From an optimization exercise on the open Yosys and OpenROAD flow, aimed at small area, a short achievable clock period and few clock cycles per item; shortcuts taken in it are not production practice. Function was not checked in any run shown here: the RTL went through the layout flow alone. Power figures rest on the tool's default switching activity, not on a simulated workload.

$ cat flow/design.v
module k2000_payload_codec (
    input  wire        clk,
    input  wire        rst,
    input  wire        cmd_valid,
    output wire        cmd_ready,
    input  wire        cmd_dir,       
    input  wire [3:0]  cmd_n,         
    input  wire [20:0] cmd_size,      
    input  wire        in_valid,
    output wire        in_ready,
    input  wire [7:0]  in_data,
    input  wire        in_last,
    output wire        out_valid,
    input  wire        out_ready,
    output wire [7:0]  out_data,
    output wire        out_last,
    output wire        done,
    output wire [2:0]  status,
    output wire [23:0] info_a,
    output wire [23:0] info_b
);
    localparam ST_OK       = 3'd0;
    localparam ST_BADWIDTH = 3'd1;
    localparam ST_CKSUM    = 3'd2;
    localparam ST_LENGTH   = 3'd3;
    localparam ST_MALFORM  = 3'd4;
    localparam ST_PADBITS  = 3'd5;
    reg         idle;        
    reg         run;         
    reg         drain;       
    reg         dv;          
    reg         pre;         
    reg         done_r;
    reg         in_rdy;
    reg         act;         
    reg         dir;
    reg         bad;
    reg  [2:0]  n;
    reg  [3:0]  thr;         
    reg  [20:0] size;
    reg         padv;        
    reg         p7s;         
    reg  [2:0]  pad;         
    reg  [20:0] rcnt;        
    reg         rz;          
    reg         r1;          
    reg  [23:0] kcnt;        
    reg  [23:0] xreg;        
    reg  [7:0]  ebyte;       
    reg  [6:0]  sum;
    reg  [14:0] acc;         
    reg  [3:0]  cnt;         
    reg         first;       
    reg         over;        
    reg         mal;         
    reg         fresh;       
    reg         cks_sent;    
    reg  [2:0]  st;
    reg  [7:0]  od;
    reg         ov;
    reg         olast;
    assign cmd_ready = idle;
    assign in_ready  = in_rdy;
    assign out_valid = ov;
    assign out_data  = od;
    assign out_last  = olast;
    assign done      = done_r;
    assign status    = st;
    assign info_a    = xreg;
    assign info_b    = kcnt;
    function [2:0] m7add(input [2:0] a, input [2:0] b);
        reg [2:0] g, p;
        reg       c0, c1, c2;
        begin
            g  = a & b;
            p  = a ^ b;
            c0 = g[2] | (p[2] & g[1]) | (p[2] & p[1] & g[0]);
            c1 = g[0] | (p[0] & c0);
            c2 = g[1] | (p[1] & g[0]) | (p[1] & p[0] & c0);
            m7add = p ^ {c2, c1, c0};
        end
    endfunction
    wire [20:0] nsz  = ~cmd_size;
    wire [11:0] r7a  = {m7add(nsz[2:0], nsz[5:3]), m7add(nsz[8:6], nsz[11:9]),
                        m7add(nsz[14:12], nsz[17:15]), nsz[20:18]};
    wire [5:0]  r7b  = {m7add(acc[11:9], acc[8:6]), m7add(acc[5:3], acc[2:0])};
    wire [2:0]  r7   = m7add(acc[5:3], acc[2:0]);           
    wire [2:0]  pad7 = (r7 == 3'd7) ? 3'd0 : r7;
    reg  [7:0]  nmask;                                      
    always @(*) begin
        case (n)
            3'd1:    nmask = 8'h01;
            3'd2:    nmask = 8'h03;
            3'd3:    nmask = 8'h07;
            3'd4:    nmask = 8'h0f;
            3'd5:    nmask = 8'h1f;
            3'd6:    nmask = 8'h3f;
            3'd7:    nmask = 8'h7f;
            default: nmask = 8'h00;
        endcase
    end
    wire        adv    = !ov || out_ready;
    wire        take   = in_rdy && in_valid;
    wire        r2     = (rcnt == 21'd2);
    wire        dec    = run && !dir;
    wire        enc    = run && dir;
    wire        dat    = !rz && (!r1 || !cnt[3]);
    wire        d_pk   = dec && take && !in_last;           
    wire        d_end  = dec && take && in_last;            
    wire        tk     = act && take && (dir || (!in_last && dat));
    wire [3:0]  n4     = {1'b0, n};
    wire [22:0] ya     = {acc, 8'd0} >> cnt;
    wire [7:0]  chunk  = in_data & nmask;
    wire [3:0]  ti     = dir ? {~cnt[3], cnt[2:0]} : (cnt + n4);
    wire [15:0] yi     = {(dir ? in_data : chunk), 8'd0} >> ti;
    wire [7:0]  ybyte  = ya[7:0] | (tk ? yi[7:0] : 8'd0);
    wire [3:0]  fb     = n4 - {1'b0, pad};                   
    wire        ge_t   = dir || (!first && (cnt >= thr));
    wire        ge_0   = cnt[3];
    wire        emit   = act && adv && (tk ? ge_t : ge_0);
    wire [3:0]  c_te   = dir ? (cnt + thr) : (cnt - thr);    
    wire [3:0]  c_t    = dir ? {1'b1, cnt[2:0]} : (first ? fb : (cnt + n4));
    wire [3:0]  c_e    = dir ? (cnt - n4) : {1'b0, cnt[2:0]};
    wire [3:0]  cnt_n  = tk ? (emit ? c_te : c_t) : (emit ? c_e : cnt);
    wire        e_room = adv ? (tk ? !c_te[3] : (cnt < {1'b1, n})) : (!tk && !cnt[3]);
    wire        d_room = adv || (tk ? (c_t <= 4'd8) : (cnt <= 4'd8));
    wire [14:0] acc_t  = dir ? {acc[6:0], in_data} : ((acc << n) | {7'd0, chunk});
    wire [6:0]  addend = dir ? (fresh ? od[6:0] : 7'd0) : in_data[6:0];
    wire [6:0]  addsum = sum + addend;
    wire        e_cks  = enc && act && adv && rz && (cnt == thr) && !cks_sent;
    wire        e_end  = enc && ov && olast && out_ready;
    wire        e_bend = enc && bad && rz;
    wire        d_malb  = (in_data & ~nmask) != 8'd0;
    wire [7:0]  padmask = nmask & ~((8'd1 << (n - pad)) - 8'd1);
    wire        pad_bad = (ebyte & padmask) != 8'd0;
    wire        cks_ok  = (in_data == {1'b0, sum});
    wire        len_ok  = !over && (rz || (r1 && cnt[3]));
    wire [2:0]  d_code  = bad      ? ST_BADWIDTH :
                          !cks_ok  ? ST_CKSUM    :
                          !len_ok  ? ST_LENGTH   :
                          mal      ? ST_MALFORM  :
                          pad_bad  ? ST_PADBITS  : ST_OK;
    wire        r_dec  = dir ? (enc && take) : emit;
    wire        r_nz_n = r_dec ? !(rz || r1) : !rz;
    wire [4:0]  dstep  = sum[4:0];                          
    wire        dv_sz  = (dstep < 5'd21);
    wire        dv_last = (dstep == 5'd23);
    wire [2:0]  nm1    = n - 3'd1;
    wire        dv_bit = dv_sz ? size[20] : nm1[2'd3 - dstep[1:0]];
    wire [3:0]  dv_rt  = {pad, dv_bit};
    wire        dv_ge  = (dv_rt >= {1'b0, n});
    wire [2:0]  dv_rem = dv_ge ? (dv_rt[2:0] - n) : dv_rt[2:0];
    wire [2:0]  padx   = (n == 3'd7) ? pad7 : (nm1 - pad);
    wire [2:0]  padq   = (n == 3'd7) ? ((r7 == 3'd7) ? 3'd1 : (r7 + 3'd1)) : ~pad;    
    wire        cn_bad = (cmd_n == 4'd0) || cmd_n[3];
    wire        cn_div = (cmd_n == 4'd3) || (cmd_n == 4'd5) || (cmd_n == 4'd6);
    wire        cn_7   = (cmd_n == 4'd7);
    always @(posedge clk) begin
        if (rst) begin
            idle   <= 1'b1;
            run    <= 1'b0;
            drain  <= 1'b0;
            dv     <= 1'b0;
            pre    <= 1'b0;
            done_r <= 1'b0;
            in_rdy <= 1'b0;
            act    <= 1'b0;
            ov     <= 1'b0;
        end else begin
            done_r <= 1'b0;
            if (idle && cmd_valid) begin
                idle   <= 1'b0;
                run    <= !cn_div;
                dv     <= cn_div;
                pre    <= cn_div;
                act    <= !(cn_div || cn_7 || cn_bad);
                in_rdy <= !(cn_div || cn_7) && (!cmd_dir || (cmd_size != 21'd0));
            end
            if (run && !padv && p7s)
                act <= 1'b1;
            if (emit || e_cks)
                ov <= 1'b1;
            else if (out_ready)
                ov <= 1'b0;
            if (run) begin
                if (dir)
                    in_rdy <= (padv || p7s) && r_nz_n && (!act || e_room);
                else
                    in_rdy <= (padv || p7s) && !(take && in_last) && (!act || d_room);
            end
            if (d_end) begin
                run <= 1'b0;
                if (d_code == ST_OK) begin
                    if (rz && adv) begin
                        done_r <= 1'b1;
                        act    <= 1'b0;
                    end else
                        drain <= 1'b1;
                end else begin
                    ov  <= 1'b0;
                    act <= 1'b0;
                    if (d_code == ST_LENGTH)
                        dv <= 1'b1;
                    else
                        done_r <= 1'b1;
                end
            end
            if (drain && rz && adv) begin
                drain  <= 1'b0;
                act    <= 1'b0;
                done_r <= 1'b1;
            end
            if (e_end) begin
                run    <= 1'b0;
                act    <= 1'b0;
                done_r <= 1'b1;
            end
            if (e_bend) begin
                run    <= 1'b0;
                done_r <= 1'b1;
            end
            if (dv && dv_last) begin
                dv  <= 1'b0;
                pre <= 1'b0;
                if (pre)
                    run <= 1'b1;
                else
                    done_r <= 1'b1;
            end
            if (done_r)
                idle <= 1'b1;
        end
    end
    always @(posedge clk) begin
        if (idle && cmd_valid) begin
            dir      <= cmd_dir;
            n        <= cmd_n[2:0];
            thr      <= 4'd8 - {1'b0, cmd_n[2:0]};
            bad      <= cn_bad;
            size     <= cmd_size;
            rcnt     <= cmd_size;
            rz       <= (cmd_size == 21'd0);
            r1       <= (cmd_size == 21'd1);
            padv     <= !(cn_div || cn_7);
            p7s      <= !cn_7;
            pad      <= 3'd0;
            kcnt     <= 24'd0;
            xreg     <= 24'd0;
            ebyte    <= 8'd0;
            sum      <= 7'd0;
            acc      <= {3'd0, r7a};
            cnt      <= cmd_dir ? (4'd8 - cmd_n) : 4'd0;
            first    <= 1'b1;
            over     <= 1'b0;
            mal      <= 1'b0;
            fresh    <= 1'b0;
            cks_sent <= 1'b0;
            st       <= ST_OK;
        end
        if (run && !padv && !p7s) begin
            p7s <= 1'b1;
            acc <= {9'd0, r7b};
        end
        if (run && !padv && p7s) begin
            padv <= 1'b1;
            pad  <= padx;
            acc  <= 15'd0;
            if (dir)
                cnt <= {1'b0, padq};
        end
        if (act) begin
            cnt <= cnt_n;
            if (tk)
                acc <= acc_t;
            if (emit) begin
                od    <= dir ? (ybyte & nmask) : ybyte;
                olast <= !dir && r1;
            end
        end
        if (dir ? (enc && fresh) : d_pk)
            sum <= addsum;
        if (enc)
            fresh <= emit;
        if (e_cks) begin
            od       <= {1'b0, addsum};
            olast    <= 1'b1;
            cks_sent <= 1'b1;
        end
        if (d_pk && !bad) begin
            if (kcnt != 24'hFFFFFF)
                kcnt <= kcnt + 24'd1;
            first <= 1'b0;
            if (first || (!mal && d_malb))
                ebyte <= in_data;
            if (!mal && d_malb) begin
                mal  <= 1'b1;
                xreg <= kcnt;
            end
            if (!dat)
                over <= 1'b1;
        end
        if (r_dec) begin
            rcnt <= rcnt - 21'd1;
            rz   <= r1;
            r1   <= r2;
        end
        if (d_end) begin
            st <= d_code;
            if (!bad) begin
                if (!cks_ok)
                    xreg <= {16'd0, in_data};
                kcnt <= !cks_ok ? {17'd0, sum} :
                        !len_ok ? kcnt :
                        mal     ? {16'd0, ebyte} : 24'd0;
            end
            pad <= 3'd0;
            sum <= 7'd0;
        end
        if (e_bend)
            st <= ST_BADWIDTH;
        if (dv) begin
            pad  <= dv_rem;
            if (!pre)
                xreg <= {xreg[22:0], dv_ge};
            if (dv_sz)
                size <= {size[19:0], size[20]};
            sum <= dv_last ? 7'd0 : {2'd0, dstep + 5'd1};
        end
    end
endmodule
$ cat flow/flow/run.sh
#!/bin/bash
# Standard ORFS layout (the standard.sh, its synthesis unchanged) with a
# tighter timing-repair target and buf_1 port buffers. The clock period and
# SDC are the standard flow's own (constraint.sdc).
set -euo pipefail
bash standard.sh \
  "SETUP_SLACK_MARGIN=6.3" \
  "BUFFER_PORTS_ARGS=-buffer_cell sky130_fd_sc_hd__buf_1" \
  finish > standard.log 2>&1
$ cat flow/standard.sh
#!/bin/bash
# synth_recipe.tcl (not shown) runs the flow's synth.tcl, then flattens the netlist and writes it again
# the make line also repeats each setting of config.mk as NAME=value (left out here)
make -C /OpenROAD-flow-scripts/flow DESIGN_CONFIG=/design/flow/config.mk WORK_HOME=/design/flow/orfs CLKGATE_MAP_FILE= SYNTH_SCRIPT=/design/flow/synth_recipe.tcl "${@:-finish}"
$ cat flow/config.mk
export PLATFORM = sky130hd
export DESIGN_NAME = k2000_payload_codec
export DESIGN_NICKNAME = k2000_payload_codec
export VERILOG_FILES = /design/flow/design.v
export SDC_FILE = /design/flow/constraint.sdc
export NUM_CORES = 4
export LEC_CHECK = 0
export CAP_MARGIN = 20
export CORE_MARGIN = 2
export CORE_UTILIZATION = 40
export CTS_BUF_LIST = sky130_fd_sc_hd__clkbuf_4 sky130_fd_sc_hd__clkbuf_8
export CTS_CLUSTER_SIZE = 20
export SETUP_SLACK_MARGIN = 5
export SLEW_MARGIN = 20
$ cat flow/constraint.sdc
create_clock -name core_clock -period 10.0 [get_ports {clk}]
set_input_delay 2.0000 -clock core_clock [delete_from_list [all_inputs] [get_ports {clk}]]
set_output_delay 2.0000 -clock core_clock [all_outputs]
set_load 0.01 [all_outputs]
==> impl_metrics.ini, run 1 <==
[sta]
setup_viol = 0
relSlewSlack_pct = 40.3
tightestPinTransition_ns = 0.895
min_period_over_period_pct = 37.4
skew_ns = 0.0231
tns_ns = 0
rsz0062_at_grt = yes
slew_violations = 0
hold_viol = 0
fmax_mhz = 268
period_needed_ns = 3.74

[logic_synthesis]
post-synth-top-count-cell = nand2_1
synthesis.nets = 1672
synthCells = 1563
synth_top_area_share_pct = 18.2
syn_avg_cell_area_sq_um = 8.33
syn_area_sq_mm = 0.0130
ys_top_cells_by_area = edfxtp_1 (18%), dfxtp_1 (13%), nand2_1 (5.6%)
yosys.cell_types.count = 97
ys_ff_latch = 165
seq_area_frac_synth_pct = 31.5
synth_common_cells = nand2_1 (194), nor2_1 (124), a21oi_1 (88)
yosys_most_used_dff = dfxtp_1
synth_edf_count = 79
yosysTopAreaCell = edfxtp_1
async_flop_share_pct = 0
yosysWarnings = 1

[drt]
drc = 0
drt_iter0_drc = 1389
firstDrtPassIters = 6
vias = 12695
viasPerCell = 6.11
wl_microns = 43700
ant_nets = 0
wl_per_cell_microns = 21.0

[floorplanning]
rows = 66
die_x_microns = 184
start_util_pct = 40.3
fp.dieH_microns = 184
coreArea_sq_mm = 0.0323
fp.dieArea_sq_mm = 0.0340
ios = 104

[job]
max_cap_violations = 0

[outcome]
status = no timing/DRC/antenna violations

[placement]
dp_hpwl_microns = 31700
post_dp_cell_area_sq_mm = 0.0137
finalWeightedCongestion = 0.926
io_buffer_count = 103

[setup_path]
cp_max_fo = 27
reg2reg_depth = 14
rr_startpoint = n[0]
crit_type = primary input to flop
r2r_end = st[0]
worstPathArrival_ns = 3.95
r2r_slack_ns = 6.45
cp-end-kind = flop
critPathLaunchType = primary input
critPathRequiredTime_ns = 10.21

[clock_tree]
numCtsBuffers = 17
cts_max_level = 4
tritoncts = yes
cts-root-buf = clkbuf_8
path_clk_slew_ns = 0.10
hold_buffers = 0
clk_latency_ns = 0.51
clockBufferDepth = 2
clock-sinks = 165

[global_routing]
grt_first_pass_wirelength_microns = 66800
antenna_found_initial = 3
globalRouteOverflowTotal = 0
grt_pass1_vias = 11654
grt_max_degree = 68
grt.total_usage_pct = 25.3

[finish]
drive_gt1_share_pct = 10.0
design_area_sq_mm = 0.0144
area_growth_pct = 10.7
fin_nets = 1728

[power]
max-vdd-ir-drop_mv = 0.0869
p_leak_uw = 0.00549
power_density_mw_per_mm2 = 160

[min_path]
whs_endpoint = cks_sent
holdPathStages = 2
hp-start = cks_sent
hp-class = flop to flop
repair_timing:
item	4_1_cts	5_1_grt
buffers inserted	7	10
cloned	1	0
setup endpoints to repair	108	100
pin swaps	2	5
resized for setup	18	24
registers in the layout (all words and copies together) (netlist names), 7 cells and up:
| signal | cells |
|---|---|
| acc | 15 |
| xreg | 24 |
| od | 8 |
| rcnt | 21 |
| size | 21 |
| ebyte | 8 |
| kcnt | 24 |
| sum | 7 |
layout make-up:
type	instances	area, sq um
clock buffer	17	234
sequential	165	4090
antenna	3	7.51
multi-input combinational	1225	8330
fill	3217	17900
tap	442	553
timing repair buffer	145	762
clock inverter	15	178
inverter	65	253
how the worst max path moves through the flow:
stage / start / to / slack [ns] / cells after the start
3_5_place_dp: in_last / od[3] / 5.46 / 6
6_report: in_last / rcnt[14] / 6.26 / 7
4_1_cts: in_last / rcnt[14] / 6.31 / 7
2_1_floorplan: in_data[0] / od[6] / 6.23 / 11
5_1_grt: in_last / rcnt[14] / 6.23 / 7
3_3_place_gp: in_data[6] / dv / 5.54 / 8
through the flow:
stage / utilization [%] / setup slack, ns / hold WS, ns / instances / power [uW]
floorplan: - / 6.23 / 0.415 / 1563 / 1500
global placement: 42.4 / 5.54 / 0.428 / 2024 / 1740
detailed placement: 42.4 / 5.46 / 0.433 / 2024 / 1750
CTS: 44.1 / 6.31 / 0.450 / 2064 / 2280
global route: 44.6 / 6.23 / 0.455 / 2076 / 2430
finish: 44.6 / 6.26 / 0.450 / 2077 / 2310
worst max-delay path, stage by stage:
cell,delay (ns)
buf_1,0.16
a211o_4,0.33
a21oi_4,0.20
nand2_4,0.23
o21a_1,0.29
buf_4,0.22
or3_4,0.51
report_power, final:
group	internal, uW	total [uW]	switching, uW
registers	782	888	106
clock network	212	525	313
logic	368	898	530
total	1360	2310	950
cell usage in the layout (no fill, tap or decap), types with 11 or more instances in the layout:
cell,count
xnor2_1,29
nand4_1,33
or3_1,16
o31ai_1,11
o21ai_0,83
edfxtp_1,79
nand2_1,191
clkbuf_8,17
nand3_1,56
mux4_2,14
a21oi_1,88
inv_1,58
dfxtp_1,86
xor2_1,33
ha_1,54
nor4_1,20
fa_1,11
mux2i_1,44
buf_4,37
nand2b_1,12
a31oi_1,44
o211ai_1,27
nor2b_1,12
mux2_2,12
nor2_1,123
nor3_1,49
buf_1,94
o21a_1,11
o21ai_1,21
a21o_1,24
a211oi_1,20
and3_1,19
layer usage:
metal | global-route usage (%) | vias up | share of wire [%]
met2 | 40.0 | 540 | 46
met1 | 34.9 | 6169 | 44
li1 | - | 5909 | -
met4 | 8.83 | 2 | 2.7
met3 | 4.05 | 75 | 6.9
met5 | 0 | - | 0.037
cells by family (layout without fill, tap and decap cells):
family                     after synthesis  in the layout  share of synthesized area [%]
adders and majority gates               69             69                           7.38
other                                    0              3                              0
buffers and inverters                  173            242                           5.57
xor gates and xnor gates                63             63                           4.24
AOI/OAI and AO/OA                      434            434                           22.4
DFF                                    165            165                           31.5
muxes                                   73             73                           7.15
and+or+nand+nor                        586            586                           21.8
==> inputs of run 2 (changes only) <==
--- a/flow/design.v
+++ b/flow/design.v
@@ -37,5 +37,4 @@
     reg         bad;
     reg  [2:0]  n;
-    reg  [3:0]  thr;         
     reg  [20:0] size;
     reg         padv;        
@@ -87,17 +86,5 @@
     wire [2:0]  r7   = m7add(acc[5:3], acc[2:0]);           
     wire [2:0]  pad7 = (r7 == 3'd7) ? 3'd0 : r7;
-    reg  [7:0]  nmask;                                      
-    always @(*) begin
-        case (n)
-            3'd1:    nmask = 8'h01;
-            3'd2:    nmask = 8'h03;
-            3'd3:    nmask = 8'h07;
-            3'd4:    nmask = 8'h0f;
-            3'd5:    nmask = 8'h1f;
-            3'd6:    nmask = 8'h3f;
-            3'd7:    nmask = 8'h7f;
-            default: nmask = 8'h00;
-        endcase
-    end
+    wire [7:0]  nmask  = (8'd1 << n) - 8'd1;
     wire        adv    = !ov || out_ready;
     wire        take   = in_rdy && in_valid;
@@ -108,6 +95,10 @@
     wire        d_pk   = dec && take && !in_last;           
     wire        d_end  = dec && take && in_last;            
+    wire [2:0]  nm1    = n - 3'd1;
+    wire [2:0]  padx   = (n == 3'd7) ? pad7 : (nm1 - pad);
+    wire [2:0]  padq   = (n == 3'd7) ? ((r7 == 3'd7) ? 3'd1 : (r7 + 3'd1)) : ~pad;    
     wire        tk     = act && take && (dir || (!in_last && dat));
     wire [3:0]  n4     = {1'b0, n};
+    wire [3:0]  thr    = 4'd8 - n4;                         
     wire [22:0] ya     = {acc, 8'd0} >> cnt;
     wire [7:0]  chunk  = in_data & nmask;
@@ -115,5 +106,5 @@
     wire [15:0] yi     = {(dir ? in_data : chunk), 8'd0} >> ti;
     wire [7:0]  ybyte  = ya[7:0] | (tk ? yi[7:0] : 8'd0);
-    wire [3:0]  fb     = n4 - {1'b0, pad};                   
+    wire [3:0]  fb     = n4 - {1'b0, (padv ? pad : padx)};
     wire        ge_t   = dir || (!first && (cnt >= thr));
     wire        ge_0   = cnt[3];
@@ -143,14 +134,20 @@
     wire        r_dec  = dir ? (enc && take) : emit;
     wire        r_nz_n = r_dec ? !(rz || r1) : !rz;
-    wire [4:0]  dstep  = sum[4:0];                          
-    wire        dv_sz  = (dstep < 5'd21);
-    wire        dv_last = (dstep == 5'd23);
-    wire [2:0]  nm1    = n - 3'd1;
-    wire        dv_bit = dv_sz ? size[20] : nm1[2'd3 - dstep[1:0]];
-    wire [3:0]  dv_rt  = {pad, dv_bit};
-    wire        dv_ge  = (dv_rt >= {1'b0, n});
-    wire [2:0]  dv_rem = dv_ge ? (dv_rt[2:0] - n) : dv_rt[2:0];
-    wire [2:0]  padx   = (n == 3'd7) ? pad7 : (nm1 - pad);
-    wire [2:0]  padq   = (n == 3'd7) ? ((r7 == 3'd7) ? 3'd1 : (r7 + 3'd1)) : ~pad;    
+    function [3:0] dstage(input [2:0] r, input b, input [2:0] d);    
+        reg [3:0] t;
+        begin
+            t = {r, b};
+            dstage = (t >= {1'b0, d}) ? {1'b1, t[2:0] - d} : {1'b0, t[2:0]};
+        end
+    endfunction
+    wire [2:0]  dstep  = acc[2:0];                          
+    wire        dv_sz  = (dstep != 3'd7);
+    wire        dv_last = (dstep == 3'd7);
+    wire [2:0]  dv_bits = dv_sz ? size[20:18] : nm1;
+    wire [3:0]  dv_s1  = dstage(pad,        dv_bits[2], n);
+    wire [3:0]  dv_s2  = dstage(dv_s1[2:0], dv_bits[1], n);
+    wire [3:0]  dv_s3  = dstage(dv_s2[2:0], dv_bits[0], n);
+    wire [2:0]  dv_q   = {dv_s1[3], dv_s2[3], dv_s3[3]};
+    wire [2:0]  dv_rem = dv_s3[2:0];
     wire        cn_bad = (cmd_n == 4'd0) || cmd_n[3];
     wire        cn_div = (cmd_n == 4'd3) || (cmd_n == 4'd5) || (cmd_n == 4'd6);
@@ -177,5 +174,5 @@
                 in_rdy <= !(cn_div || cn_7) && (!cmd_dir || (cmd_size != 21'd0));
             end
-            if (run && !padv && p7s)
+            if (run && !padv && (p7s || !dir))
                 act <= 1'b1;
             if (emit || e_cks)
@@ -187,5 +184,5 @@
                     in_rdy <= (padv || p7s) && r_nz_n && (!act || e_room);
                 else
-                    in_rdy <= (padv || p7s) && !(take && in_last) && (!act || d_room);
+                    in_rdy <= !(take && in_last) && (!act || d_room);
             end
             if (d_end) begin
@@ -236,5 +233,4 @@
             dir      <= cmd_dir;
             n        <= cmd_n[2:0];
-            thr      <= 4'd8 - {1'b0, cmd_n[2:0]};
             bad      <= cn_bad;
             size     <= cmd_size;
@@ -249,5 +245,5 @@
             ebyte    <= 8'd0;
             sum      <= 7'd0;
-            acc      <= {3'd0, r7a};
+            acc      <= cn_div ? 15'd0 : {3'd0, r7a};
             cnt      <= cmd_dir ? (4'd8 - cmd_n) : 4'd0;
             first    <= 1'b1;
@@ -314,6 +310,8 @@
                         mal     ? {16'd0, ebyte} : 24'd0;
             end
-            pad <= 3'd0;
-            sum <= 7'd0;
+            if (d_code == ST_LENGTH) begin
+                acc <= 15'd0;
+                pad <= 3'd0;
+            end
         end
         if (e_bend)
@@ -322,8 +320,8 @@
             pad  <= dv_rem;
             if (!pre)
-                xreg <= {xreg[22:0], dv_ge};
+                xreg <= {xreg[20:0], dv_q};
             if (dv_sz)
-                size <= {size[19:0], size[20]};
-            sum <= dv_last ? 7'd0 : {2'd0, dstep + 5'd1};
+                size <= {size[17:0], size[20:18]};
+            acc[2:0] <= dstep + 3'd1;
         end
     end
==> flow/flow/run.sh (replaced) <==
#!/bin/bash
# Standard ORFS layout with a tighter timing-repair target and single-drive
# port buffers. The clock period and SDC are the standard flow's own (constraint.sdc).
set -euo pipefail
bash standard.sh \
  "SETUP_SLACK_MARGIN=6.3" \
  "BUFFER_PORTS_ARGS=-buffer_cell sky130_fd_sc_hd__buf_2" \
  finish > standard.log 2>&1
--- a/flow/config.mk
+++ b/flow/config.mk
@@ -9,6 +9,6 @@
 export CORE_MARGIN = 2
 export CORE_UTILIZATION = 40
-export CTS_BUF_LIST = sky130_fd_sc_hd__clkbuf_4 sky130_fd_sc_hd__clkbuf_8
-export CTS_CLUSTER_SIZE = 20
+export CTS_BUF_LIST = sky130_fd_sc_hd__clkbuf_8
+export CTS_CLUSTER_DIAMETER = 25
 export SETUP_SLACK_MARGIN = 5
 export SLEW_MARGIN = 20
==> impl_metrics.ini, run 2 <==
[logic_synthesis]
async_flop_share_pct = 0
synth_edf_count = 71
yosysTopAreaCell = edfxtp_1
post-synth-top-count-cell = nand2_1
synthesis.nets = 1713
ys_ff_latch = 162
synthCells = 1589
synth_common_cells = nand2_1 (194), nor2_1 (140), o21ai_0 (133)
yosys.cell_types.count = 87
seq_area_frac_synth_pct = 30.4
syn_avg_cell_area_sq_um = 8.20
ys_top_cells_by_area = edfxtp_1 (16%), dfxtp_1 (14%), ha_1 (6.5%)
synth_top_area_share_pct = 16.4
yosysWarnings = 1
yosys_most_used_dff = dfxtp_1
syn_area_sq_mm = 0.0130

[sta]
hold_viol = 0
period_needed_ns = 4.58
relSlewSlack_pct = 27.2
fmax_mhz = 218
slew_violations = 0
tightestPinTransition_ns = 1.08
min_period_over_period_pct = 45.8
skew_ns = 0.0274
setup_viol = 0
rsz0062_at_grt = yes
tns_ns = 0

[clock_tree]
tritoncts = yes
cts-root-buf = clkbuf_8
clock-sinks = 162
clk_latency_ns = 0.51
cts_max_level = 4
numCtsBuffers = 17
clockBufferDepth = 2
path_clk_slew_ns = 0.09
hold_buffers = 0

[floorplanning]
coreArea_sq_mm = 0.0323
fp.dieH_microns = 184
die_x_microns = 184
rows = 66
fp.dieArea_sq_mm = 0.0340
ios = 104
start_util_pct = 40.3

[finish]
multi_input_area_sq_mm = 0.00907
ff_latch_area_sq_mm = 0.00397
layout_common_cells = nand2_1 (188), nor2_1 (135), o21ai_0 (124)
reg.largest.list = kcnt: 24 flops, xreg: 24 flops
n_fill_cell = 3157
layout.cells.most_common = nand2_1
fin_nets = 1813
drive_gt1_share_pct = 22.0
area_growth_pct = 19.0

[drt]
ant_nets = 0
viasPerCell = 6.10
wl_microns = 47900
vias = 13094
drt_iter0_drc = 1431
drc = 0
firstDrtPassIters = 6
wl_per_cell_microns = 22.3

[min_path]
holdPathStages = 2
whs_endpoint = cks_sent
hp-class = flop to flop
hp-start = cks_sent

[placement]
dp_hpwl_microns = 32800
finalWeightedCongestion = 0.942
io_buffer_count = 103

[global_routing]
antenna_found_initial = 0
grt_max_degree = 73
grt_first_pass_wirelength_microns = 72100
grt.total_usage_pct = 27.8
grt_pass1_vias = 12283
globalRouteOverflowTotal = 0

[setup_path]
rr_startpoint = n[1]
worstPathArrival_ns = 4.95
crit_type = flop to flop
slowest_delay_ns = 0.40
cp-end-kind = flop
r2r_slack_ns = 5.42
reg2reg_depth = 25
critPathSlowestCell = edfxtp_1
critPathLaunchType = flop
cp_max_fo = 5
critPathRequiredTime_ns = 10.37
r2r_end = pad[0]

[power]
power_density_mw_per_mm2 = 184
p_leak_uw = 0.00621
max-vdd-ir-drop_mv = 0.110
power_uw = 2860

[job]
max_cap_violations = 0

[outcome]
status = no timing/DRC/antenna violations
## run 2: changes by cell type after synthesis, moves of 10 or more
cell and delta:
ha_1 +12, o21ai_1 -11, a211oi_1 +16, o211ai_1 -20, a21oi_1 +21, o21ai_0 +47, nand4_1 -16, o31a_1 -10
nor2_1 +16, mux2i_1 +14, a31oi_1 -26
## run 2: worst max-delay path, delay by kind of cell, from the launching register on
family	cells	cell delay [ns]
compound gates	10	1.44
flops	1	0.40
xor+xnor	1	0.11
buf+inv	3	0.28
mux	3	0.49
fa+ha+maj	5	1.49
simple gates	3	0.23
## run 2: metal layers
metal / global-route usage, % / part of all wire, %
met1: 37.1 / 43
met2: 44.3 / 47
met3: 4.92 / 6.8
met4: 11.8 / 3.8
met5: 0 / 0
## run 2: layout make-up
class,count,area share [%]
flip-flops and latches,162,25.6
clock buffers,18,1.60
clock inverters,14,0.565
well taps,442,3.57
inverters,66,1.70
repair buffers,182,8.41
diodes,1,0.0161
multi-input cells,1259,58.5
repair inverters,1,0.0484
## run 2: worst max path at each step
stage,start,to,slack [ns],depth (start not counted)
2_1_floorplan,n[1],pad[0],5.00,26
3_3_place_gp,n[1],pad[0],4.74,25
3_5_place_dp,n[1],pad[0],4.64,24
4_1_cts,n[1],pad[0],5.48,25
5_1_grt,n[1],pad[0],5.17,26
6_report,n[1],pad[0],5.42,25
## run 2: timing repair
item	in CTS	in global routing
gates resized for setup	87	44
pin swaps	21	16
gates cloned	7	1
endpoints found under the setup margin	168	76
buffers inserted	56	6
## run 2: through the flow
step | hold slack (ns) | area (sq um) | setup slack, ns | utilization, % | std cells
5_1_grt | 0.476 | 15500 | 5.17 | 48.0 | 2144
4_1_cts | 0.452 | 15200 | 5.48 | 47.2 | 2137
2_1_floorplan | 0.423 | 13300 | 5.00 | - | 1589
3_3_place_gp | 0.435 | 14000 | 4.74 | 43.2 | 2042
6_report | 0.455 | 15500 | 5.42 | 48.0 | 2145
3_5_place_dp | 0.438 | 14000 | 4.64 | 43.2 | 2042
## run 2: where the power goes
part / switching, uW / internal, uW
Sequential: 132 / 773
Combinational: 800 / 692
Clock: 283 / 176
Total: 1220 / 1640
## run 2: cell families after synthesis
| group | after synthesis | share of synthesized area (%) |
|---|---|---|
| AO/OA/AOI/OAI | 449 | 21.9 |
| adder cells (fa/ha/maj) | 84 | 8.99 |
| XOR/XNOR | 65 | 4.49 |
| multiplexers | 86 | 8.25 |
| AND/OR/NAND/NOR | 571 | 20.7 |
| buffers and inverters | 172 | 5.30 |
| flip-flops | 162 | 30.4 |

[port drivers added, routing unchanged]
How much do the figures lean on ideal ports? The routed layouts below were timed once more, with nothing changed but the port constraints. Step 1 assumes that a clkbuf_16 drives the clock port and a buf_2 every other input. Step 2, shift: input delay + t, output delay - t, t = (earliest + latest rising clock arrival at the registers) / 2. This alone moves slack from input paths to output paths. Slacks: ideal ports / drivers / drivers and shift; pairs: ideal ports / drivers.
run	t, ns	setup slack, ns	worst setup path at the end	slew at the worst register clock pin (ns)	cell pins on the clock port's net
run 1	0.543	6.262 / 6.238 / 5.695	input to register	0.12 / 0.12	1
run 2	0.544	5.417 / 5.417 / 5.417	register to register	0.11 / 0.11	1
After both steps every run listed still meets setup and hold. For run 1, which loses most, drivers alone change the setup slack by -0.024 ns; drivers and shift together by -0.567 ns.
